Context: an optimization exercise on an open-source flow, tuned for small area. The choices shown serve that exercise and are no tape-out recipe. In this exercise RTL edits were held to simulation tests only and were not proved equivalent to the original. No activity file was given, so power comes from the tool's default toggle rates.

`design/flow/config.mk`:
```
export PLATFORM = sky130hd
export DESIGN_NAME = nezoba_core
export DESIGN_NICKNAME = nezoba_core
export VERILOG_FILES = /design/flow/design.v
export SDC_FILE = /design/flow/constraint.sdc
export NUM_CORES = 4
export LEC_CHECK = 0
export CAP_MARGIN = 20
export CORE_MARGIN = 2
export CORE_UTILIZATION = 40
export PLACE_DENSITY = 0.6
export SLEW_MARGIN = 20
```
`design/flow/constraint.sdc`:
```
create_clock -name core_clock -period 15.0 [get_ports {clk}]
set_input_delay 3.0000 -clock core_clock [delete_from_list [all_inputs] [get_ports {clk}]]
set_output_delay 3.0000 -clock core_clock [all_outputs]
set_load 0.01 [all_outputs]
```
`design/flow/design.v`:
```
module nezoba_maptab (
    input  wire       cfg0,     
    input  wire       cfg1,     
    input  wire       cfg2,     
    input  wire       cfg15,    
    input  wire [3:0] btn,
    input  wire [1:0] slot,
    output reg        press,
    output reg        turbo,
    output reg        bad,
    output reg  [3:0] key
);
    always @(*) begin
        press = 1'b0;
        turbo = 1'b0;
        bad   = 1'b0;
        key   = 4'd0;
        if (cfg0 && slot == 2'd1 && btn >= 4'd4 && btn <= 4'd14) begin
            press = 1'b1;
            key   = btn - 4'd4;
        end
        if (cfg1 && btn == 4'd8 && slot == 2'd1) begin
            turbo = 1'b1;
            key   = 4'd0;
        end
        if (cfg1 && btn == 4'd9 && slot != 2'd0) begin
            press = (slot != 2'd3);
            turbo = (slot == 2'd3);
            key   = {2'b00, slot};
        end
        if (cfg2 && btn == 4'd9 && slot == 2'd2) begin
            press = 1'b1;
            key   = 4'd5;
        end
        if (cfg15 && btn == 4'd0 && slot == 2'd1)
            bad = 1'b1;
        if (cfg15 && btn == 4'd1 && slot != 2'd0) begin
            press = (slot != 2'd2);
            bad   = (slot == 2'd2);
            key   = (slot == 2'd3) ? 4'd2 : 4'd1;
        end
    end
endmodule
module nezoba_debounce #(
    parameter integer W = 8
) (
    input  wire         clk,
    input  wire         rst,
    input  wire         sample,    
    input  wire [7:0]   raw,
    input  wire         stable,    
    output wire         changed,   
    output reg  [W-1:0] acc
);
    reg [7:0] prev;
    assign changed = (raw != prev);
    always @(posedge clk) begin
        if (rst) begin
            acc  <= {W{1'b1}};
            prev <= 8'hFF;
        end else if (sample) begin
            prev <= raw;
            if (!changed && stable)
                acc <= raw[W-1:0];
        end
    end
endmodule
module nezoba_core (
    input  wire        clk,
    input  wire        rst,           
    input  wire [31:0] now,
    output reg  [1:0]  exp_op,
    input  wire [7:0]  exp_data,
    input  wire        exp_done,
    output wire [2:0]  pin_pullup,
    input  wire [2:0]  cfg_pin,
    output reg  [7:0]  evt,
    output reg         evt_valid,
    output wire        halted,
    output wire [1:0]  fault
);
    localparam [4:0] S_INIT   = 5'd0,    
                     S_BRD    = 5'd1,    
                     S_COPY   = 5'd2,    
                     S_BWAIT  = 5'd3,    
                     S_TLOAD  = 5'd4,    
                     S_BEGIN  = 5'd5,
                     S_RELALL = 5'd6,
                     S_CMP    = 5'd7,    
                     S_RDA    = 5'd8,
                     S_RDB    = 5'd9,
                     S_SYNC   = 5'd10,   
                     S_WALK0  = 5'd11,   
                     S_WALK1  = 5'd12,   
                     S_DPAD   = 5'd13,
                     S_COMMIT = 5'd14,
                     S_DIAG   = 5'd15,
                     S_HALT   = 5'd16;
    reg  [4:0]  st;
    reg  [4:0]  k;
    reg  [31:0] rta, rtb, rtt;       
    reg         ca, cb, ct;          
    reg         ga, gb, gt;          
    reg         tphase;              
    reg         pv, pr;              
    reg         cfg0, cfg1, cfg2, cfg15;
    wire k0   = (k == 5'd0);
    wire k31  = (k == 5'd31);
    wire nowk = now[k];
    reg c5000, c4999, c13299;
    always @(*) begin
        c5000  = 1'b0;
        c4999  = 1'b0;
        c13299 = 1'b0;
        case (k)
            5'd0, 5'd1:                           begin c4999 = 1'b1; c13299 = 1'b1; end
            5'd2:                                 c4999 = 1'b1;
            5'd3:                                 c5000 = 1'b1;
            5'd4, 5'd5, 5'd6, 5'd13:              c13299 = 1'b1;
            5'd7, 5'd8, 5'd9, 5'd12:              begin c5000 = 1'b1; c4999 = 1'b1; c13299 = 1'b1; end
            default: ;
        endcase
    end
    wire boot = (st == S_BWAIT);
    wire xa = nowk, ya = rta[0];
    wire xb = nowk, yb = rtb[0];
    wire xt = boot ? rta[0] : nowk, yt = rtt[0];
    wire cta = boot ? c4999 : c13299;
    wire ca_in = k0 | ca, cb_in = k0 | cb, ct_in = k0 | ct;
    wire sa = xa ^ ~ya ^ ca_in;
    wire sb = xb ^ ~yb ^ cb_in;
    wire stt = xt ^ ~yt ^ ct_in;
    wire ga_in = ~k0 & ga, gb_in = ~k0 & gb, gt_in = ~k0 & gt;
    wire ga_nx = (sa  != c5000) ? sa  : ga_in;
    wire gb_nx = (sb  != c5000) ? sb  : gb_in;
    wire gt_nx = (stt != cta)   ? stt : gt_in;
    wire       smp_a = (st == S_RDA) && exp_done;
    wire       smp_b = (st == S_RDB) && exp_done;
    wire       chg_a, chg_b;
    wire [7:0] acc_a;
    wire [6:0] acc_b;                 
    nezoba_debounce #(.W(8)) u_bank_a (
        .clk(clk), .rst(rst), .sample(smp_a), .raw(exp_data),
        .stable(ga), .changed(chg_a), .acc(acc_a)
    );
    nezoba_debounce #(.W(7)) u_bank_b (
        .clk(clk), .rst(rst), .sample(smp_b), .raw(exp_data),
        .stable(gb), .changed(chg_b), .acc(acc_b)
    );
    wire [15:0] accv = {1'b1, acc_b, acc_a};
    wire       walk  = (st == S_WALK0) || (st == S_WALK1);
    wire [3:0] wbtn  = {st == S_WALK1, k[4:2]};
    wire [1:0] wslot = k[1:0];
    wire       pressed = ~accv[wbtn];
    wire       m_press, m_turbo, m_bad;
    wire [3:0] m_key;
    nezoba_maptab u_map (
        .cfg0(cfg0), .cfg1(cfg1), .cfg2(cfg2), .cfg15(cfg15),
        .btn(wbtn), .slot(wslot),
        .press(m_press), .turbo(m_turbo), .bad(m_bad), .key(m_key)
    );
    wire emit_press = walk && pressed && (m_press || (m_turbo && tphase));
    wire hit_bad    = walk && pressed && m_bad;
    wire [15:0] p = ~accv;
    wire [2:0] npos = {2'b00, p[0]} + {2'b00, p[1]} + {2'b00, p[2]} + {2'b00, p[4]};
    wire [2:0] nneg = {2'b00, p[3]} + {2'b00, p[5]} + {2'b00, p[10]};
    reg xpos, xneg, ypos, yneg;
    always @(*) begin
        xpos = 1'b0; xneg = 1'b0; ypos = 1'b0; yneg = 1'b0;
        if (cfg0) begin
            xpos = p[3] & ~p[2];
            xneg = p[2] & ~p[3];
            ypos = p[0] & ~p[1];
            yneg = p[1] & ~p[0];
        end
        if (cfg2) begin
            xpos = npos > nneg;
            xneg = nneg > npos;
            ypos = p[6] | (p[4] & ~p[5]);
            yneg = ~p[6] & p[5] & ~p[4];
        end
    end
    reg [3:0] dcode;
    always @(*) begin
        case ({xpos, xneg, ypos, yneg})
            4'b0010: dcode = 4'd1;    
            4'b1010: dcode = 4'd2;    
            4'b1000: dcode = 4'd3;    
            4'b1001: dcode = 4'd4;    
            4'b0001: dcode = 4'd5;    
            4'b0101: dcode = 4'd6;    
            4'b0100: dcode = 4'd7;    
            4'b0110: dcode = 4'd8;    
            default: dcode = 4'd0;    
        endcase
    end
    assign pin_pullup = 3'b111;
    assign halted     = (st == S_DIAG) || (st == S_HALT);
    assign fault      = {halted, halted};
    always @(*) begin
        case (st)
            S_INIT:          exp_op = 2'd1;
            S_BRD, S_RDB:    exp_op = 2'd3;
            S_RDA:           exp_op = 2'd2;
            default:         exp_op = 2'd0;
        endcase
    end
    always @(*) begin
        evt_valid = 1'b0;
        evt       = 8'h00;
        case (st)
            S_BEGIN:  begin evt_valid = 1'b1; evt = 8'h00; end
            S_RELALL: begin evt_valid = k31;  evt = 8'h20; end
            S_WALK0, S_WALK1:
                      begin evt_valid = emit_press; evt = {4'h4, m_key}; end
            S_DPAD:   begin evt_valid = 1'b1; evt = {4'h6, dcode}; end
            S_COMMIT: begin evt_valid = 1'b1; evt = 8'h80; end
            S_DIAG:   begin evt_valid = 1'b1; evt = 8'hE3; end
            default: ;
        endcase
    end
    wire pl_a  = ((st == S_BRD) && exp_done) || (((st == S_COPY) || (st == S_BWAIT)) && k31);
    wire ld_a  = (st == S_WALK0) && ga;
    wire ld_b  = (st == S_WALK0) && gb;
    wire ld_t  = (st == S_TLOAD) || ((st == S_WALK0) && gt);
    always @(posedge clk) begin
        rta <= pl_a ? now : {(ld_a ? nowk : rta[0]), rta[31:1]};
        rtb <= {(ld_b ? nowk : rtb[0]), rtb[31:1]};
        rtt <= {((st == S_COPY) ? rta[0] : ld_t ? nowk : rtt[0]), rtt[31:1]};
        ca  <= (xa & ~ya) | (xa & ca_in) | (~ya & ca_in);
        cb  <= (xb & ~yb) | (xb & cb_in) | (~yb & cb_in);
        ct  <= (xt & ~yt) | (xt & ct_in) | (~yt & ct_in);
    end
    wire cfg_r = ~exp_data[7];
    always @(posedge clk) begin
        if (rst) begin
            st     <= S_INIT;
            k      <= 5'd0;
            tphase <= 1'b0;
            pv     <= 1'b0;
        end else begin
            k <= ((st == S_BRD) && exp_done) ? 5'd0 : k + 5'd1;
            if (st == S_CMP) begin
                ga <= ga_nx;
                gb <= gb_nx;
            end
            if (smp_a) ga <= chg_a;
            if (smp_b) gb <= chg_b;
            if (st == S_CMP || st == S_BWAIT) gt <= gt_nx;
            case (st)
                S_INIT:   if (exp_done) st <= S_BRD;
                S_BRD: begin
                    if (exp_done) begin
                        if (pv && cfg_r == pr) begin
                            cfg0  <= (cfg_pin == 3'b111) && !cfg_r;
                            cfg1  <= (cfg_pin == 3'b111) &&  cfg_r;
                            cfg2  <= (cfg_pin == 3'b011) && !cfg_r;
                            cfg15 <= (cfg_pin == 3'b000) &&  cfg_r;
                            st    <= S_TLOAD;
                        end else begin
                            pr <= cfg_r;
                            pv <= 1'b1;
                            st <= S_COPY;
                        end
                    end
                end
                S_COPY:   if (k31) st <= S_BWAIT;
                S_BWAIT:  if (k31 && gt_nx) st <= S_BRD;
                S_TLOAD:  if (k31) st <= S_BEGIN;
                S_BEGIN:  st <= S_RELALL;
                S_RELALL: if (k31) st <= S_CMP;
                S_CMP: begin
                    if (k31) begin
                        tphase <= tphase ^ gt_nx;
                        st     <= S_RDA;
                    end
                end
                S_RDA:    if (exp_done) st <= S_RDB;
                S_RDB:    if (exp_done) st <= S_SYNC;
                S_SYNC:   if (k31) st <= S_WALK0;
                S_WALK0, S_WALK1: begin
                    if (hit_bad)  st <= S_DIAG;
                    else if (k31) st <= (st == S_WALK0) ? S_WALK1 : S_DPAD;
                end
                S_DPAD:   st <= S_COMMIT;
                S_COMMIT: st <= S_RELALL;
                default:  st <= S_HALT;      
            endcase
        end
    end
endmodule
```
`design/flow/run.sh`:
```
#!/bin/bash
# synth_recipe.tcl (not shown) runs the flow's synth.tcl, then flattens the netlist and writes it again
# the make line also repeats each setting of config.mk as NAME=value (left out here)
make -C /OpenROAD-flow-scripts/flow DESIGN_CONFIG=/design/flow/config.mk WORK_HOME=/design/flow/orfs CLKGATE_MAP_FILE= SYNTH_SCRIPT=/design/flow/synth_recipe.tcl finish
```
==> run_results.csv <==
group,metric,value,unit
clock_tree,clk_path_buf_depth,2,
global_route,antenna_found_initial,0,
place,io_buffers,58,
clock_tree,cts_setup_buffers,0,
job,maxCapViolCount,0,
final_layout,final_cell_mix,"145 x dfxtp_1, 58 x nand2_1, 58 x clkdlybuf4s50_1",
clock_tree,cts_root_buf,"clkbuf_16",
place,place_ws,8.164,ns
place,place_congestion,0.8152,
drt,finalWirelength,13870,um
place,hpwl,9648,um
global_route,overflow,0,
floorplan,die_h,129.9,um
logic_synthesis,syn_area_per_cell,10.44,um2
floorplan,coreArea,15710,um2
clock_tree,cts.sink_count,153,
drt,firstDrtPassIters,4,
global_route,grt_pass1_wl,22630,um
floorplan,chipWidth,129.9,um
setup_path,arrival,3.79,ns
final_layout,num-fill-cells,1442,
sta,tightest_slew,0.8925,ns
sta,hold-worst-slack,0.3237,ns
setup_path,crit_type,"reg2out",
power_and_ir_drop,vdd_drop_max,0.09904,mV
power_and_ir_drop,power,0.001179,W
clock_tree,clkLatencyLatePin,0.43,ns
global_route,grt_use_total,17.55,%
drt,drc_errors,0,
sta,setup_viol,0,
floorplan,io_pins,63,
sta,fmax,0.1472,GHz
sta,timing.final.crit_period,6.794,ns
logic_synthesis,synth.mux.area_fraction,10.78,%
sta,drv_slew,0,
logic_synthesis,synth_cells,607,
clock_tree,cts_buffers,17,
setup_path,cp_max_fo,22,
logic_synthesis,async_flop_share,0,%
sta,clock_skew,0.01122,ns
floorplan,dieArea,16870,um2
drt,drt_iter0_drc,333,
final_layout,final_cells,880,
setup_path,cp.required,12.00,ns
drt,num_vias,4577,
sta,finalHoldViolCount,0,
logic_synthesis,synth_enable_flop_cells,8,
global_route,grt_max_degree,48,
logic_synthesis,synth_xor_area_share,2.764,%
setup_path,critical_path.startpoint_type,"register",
status,outcome,"complete, no violations",
floorplan,rows,46,
final_layout,drive_gt1_share,12.50,%
floorplan,initial_utilization,40.34,%
clock_tree,htreeDepth,4,
place,dp_cells,848,
final_layout,layout_commonest_cell,"dfxtp_1",
sta,fin_crit_sh,45.29,%
logic_synthesis,synth_flop_cell,"dfxtp_1",
final_layout,area_delta_synth_final,20.49,%
clock_tree,ctsResizeCount,0,
sta,setup_slack,8.206,ns
logic_synthesis,synth_top_family_by_area,"simple AND/OR/NAND/NOR gates",
logic_synthesis,ys_ff_latch,153,
power_and_ir_drop,p_leak,3.024,nW
logic_synthesis,ys_types,64,
sta,grt_setup_unrepaired,"false",
logic_synthesis,yosysWarnings,4,
worst_hold_path,holdCritPathClass,"reg2reg",
clock_tree,cts_tree,"done",
final_layout,nNetsFinal,719,
clock_tree,clk_pin_slew,0.07,ns
power_and_ir_drop,power_density,154.4,nW/um2
clock_tree,ctsHoldBuffers,0,
setup_path,crit_path_end_kind,"primary output",
logic_synthesis,syn_area,6339,um2
drt,wire_per_inst,15.76,um
drt,ant_nets,0,
logic_synthesis,synth_compound_area_share,10.88,%
logic_synthesis,synth-adder-area-share,5.251,%
logic_synthesis,synthSimpleGateAreaFrac,16.25,%
sta,setup-tns-final,0,ns
sta,slew_headroom,40.04,%
global_route,grt_pass1_vias,4415,
final_layout,diodes,0,
drt,viasPerCell,5.201,
logic_synthesis,synth_seq_area_share,49.59,%
==> worst max-delay path: stages (launching register included) <==
cell and delay, ns:
dfxtp_1 0.77, nor2b_1 0.34, nand3_1 0.25, inv_1 0.17, ha_1 0.18, nand2_1 0.08
nor3_1 0.41, nand2b_1 0.14, a22o_1 0.22, o311ai_0 0.09, a21o_1 0.19, clkdlybuf4s50_1 0.54
==> final timing paths <==
path | from | end | slack [ns] | cells past startpoint
worst min-delay path | rtb[10] | rtb[9] | 0.32 | 0
worst max-delay path | st[2] | evt_valid | 8.21 | 11
worst min register to register | rtb[10] | rtb[9] | 0.32 | 0
worst max register to register | k[0] | tphase | 10.62 | 12
==> synth_stat cells (3+ instances only) <==
library cell,number,area (um2)
nand3_1,15,75.07
fa_1,5,100.1
o21ai_0,14,70.07
dfxtp_1,145,2903
ha_1,17,212.7
nand4_1,8,50.05
a21oi_1,22,110.1
a31oi_1,4,25.02
nor4_1,4,25.02
inv_1,28,105.1
nor2_1,28,105.1
and3_1,18,112.6
or2_2,3,18.77
nand2_1,58,217.7
o32ai_1,3,26.28
clkbuf_1,29,108.9
xnor2_1,18,157.7
and2_1,5,31.28
nor2b_1,6,37.54
buf_4,6,45.04
nor3b_1,5,37.54
a211o_1,17,148.9
a21o_1,4,30.03
o21bai_1,3,22.52
nand2b_1,12,75.07
nor3_1,11,55.05
edfxtp_1,8,240.2
mux2_2,33,371.6
o221ai_1,3,26.28
o31ai_1,3,22.52
mux4_2,11,247.7
nand3b_1,17,127.6
==> registers in the layout (all words and copies together) (netlist names), named ones only <==
register,count
rta,32
rtb,32
rtt,32
u_bank_a.acc,8
u_bank_a.prev,8
u_bank_b.prev,8
u_bank_b.acc,7
k,5
st,5
ca,1
cb,1
cfg0,1
cfg1,1
cfg15,1
cfg2,1
ct,1
ga,1
gb,1
gt,1
pr,1
pv,1
tphase,1
==> cell families after synthesis <==
logic type	count (synthesis)
buffers and inverters	66
other	2
and+or+nand+nor	197
muxes	47
xor gates and xnor gates	20
adders and majority gates	24
AOI/OAI and AO/OA	98
DFF	153
==> routing by layer <==
metal	part of all wire (%)	GRT usage, %	up-vias
met5	0	0	-
met4	1.4	5.882	0
met2	48	28.46	107
met1	47	22.60	2210
li1	-	-	2245
met3	4.2	5.002	15
==> where the power goes <==
group	switching [W]	total [W]	internal [W]	leakage (nW)
registers	0.0000471	0.000550	0.000502	1.27
clock network	0.000184	0.000425	0.000241	0.293
logic	0.0000940	0.000205	0.000111	1.47
total	0.000325	0.00118	0.000854	3.02
==> per-stage QoR <==
step,utilization [%],instance area (um2)
floorplan,-,6346
global placement,44.85,7047
detailed placement,44.85,7047
CTS,48.61,7637
global route,48.61,7637
finish,48.61,7637
==> final cells by class <==
class,count,area [um2],area share [%]
Timing Repair Buffer,61,603.1,7.896
Clock inverter,13,147.6,1.933
Clock buffer,19,442.9,5.799
Tap cell,216,270.3,3.539
Multi-Input combinational cell,390,2925,38.30
Inverter,28,105.1,1.376
Sequential cell,153,3143,41.15

what the ideal ports hide:
The flow's constraints put no driver on any port. The routed layout listed below was extracted and timed again, unchanged, in two steps. Step 1 (the two cells are an assumption about what drives the block):
set clk [get_ports {clk}]
set_driving_cell -lib_cell sky130_fd_sc_hd__clkbuf_16 $clk
set_driving_cell -lib_cell sky130_fd_sc_hd__buf_2 [delete_from_list [all_inputs] $clk]
Step 2 times the ports against the registers' clock, not the clock port: input delays grow and output delays shrink by t, the midpoint of the rising clock arrivals with the driver on. Slacks: no drivers / after step 1 / after step 2; pairs: no drivers / after step 1.
t (ns): 0.463
slack for setup (ns): 8.206 / 8.165 / 8.189
worst data-port slew with drivers (ns): 0.04
cell pins on the clock port's net: 1
After both steps this run still meets setup and hold. For this run, drivers alone change the setup slack by -0.041 ns; drivers and shift together by -0.017 ns.
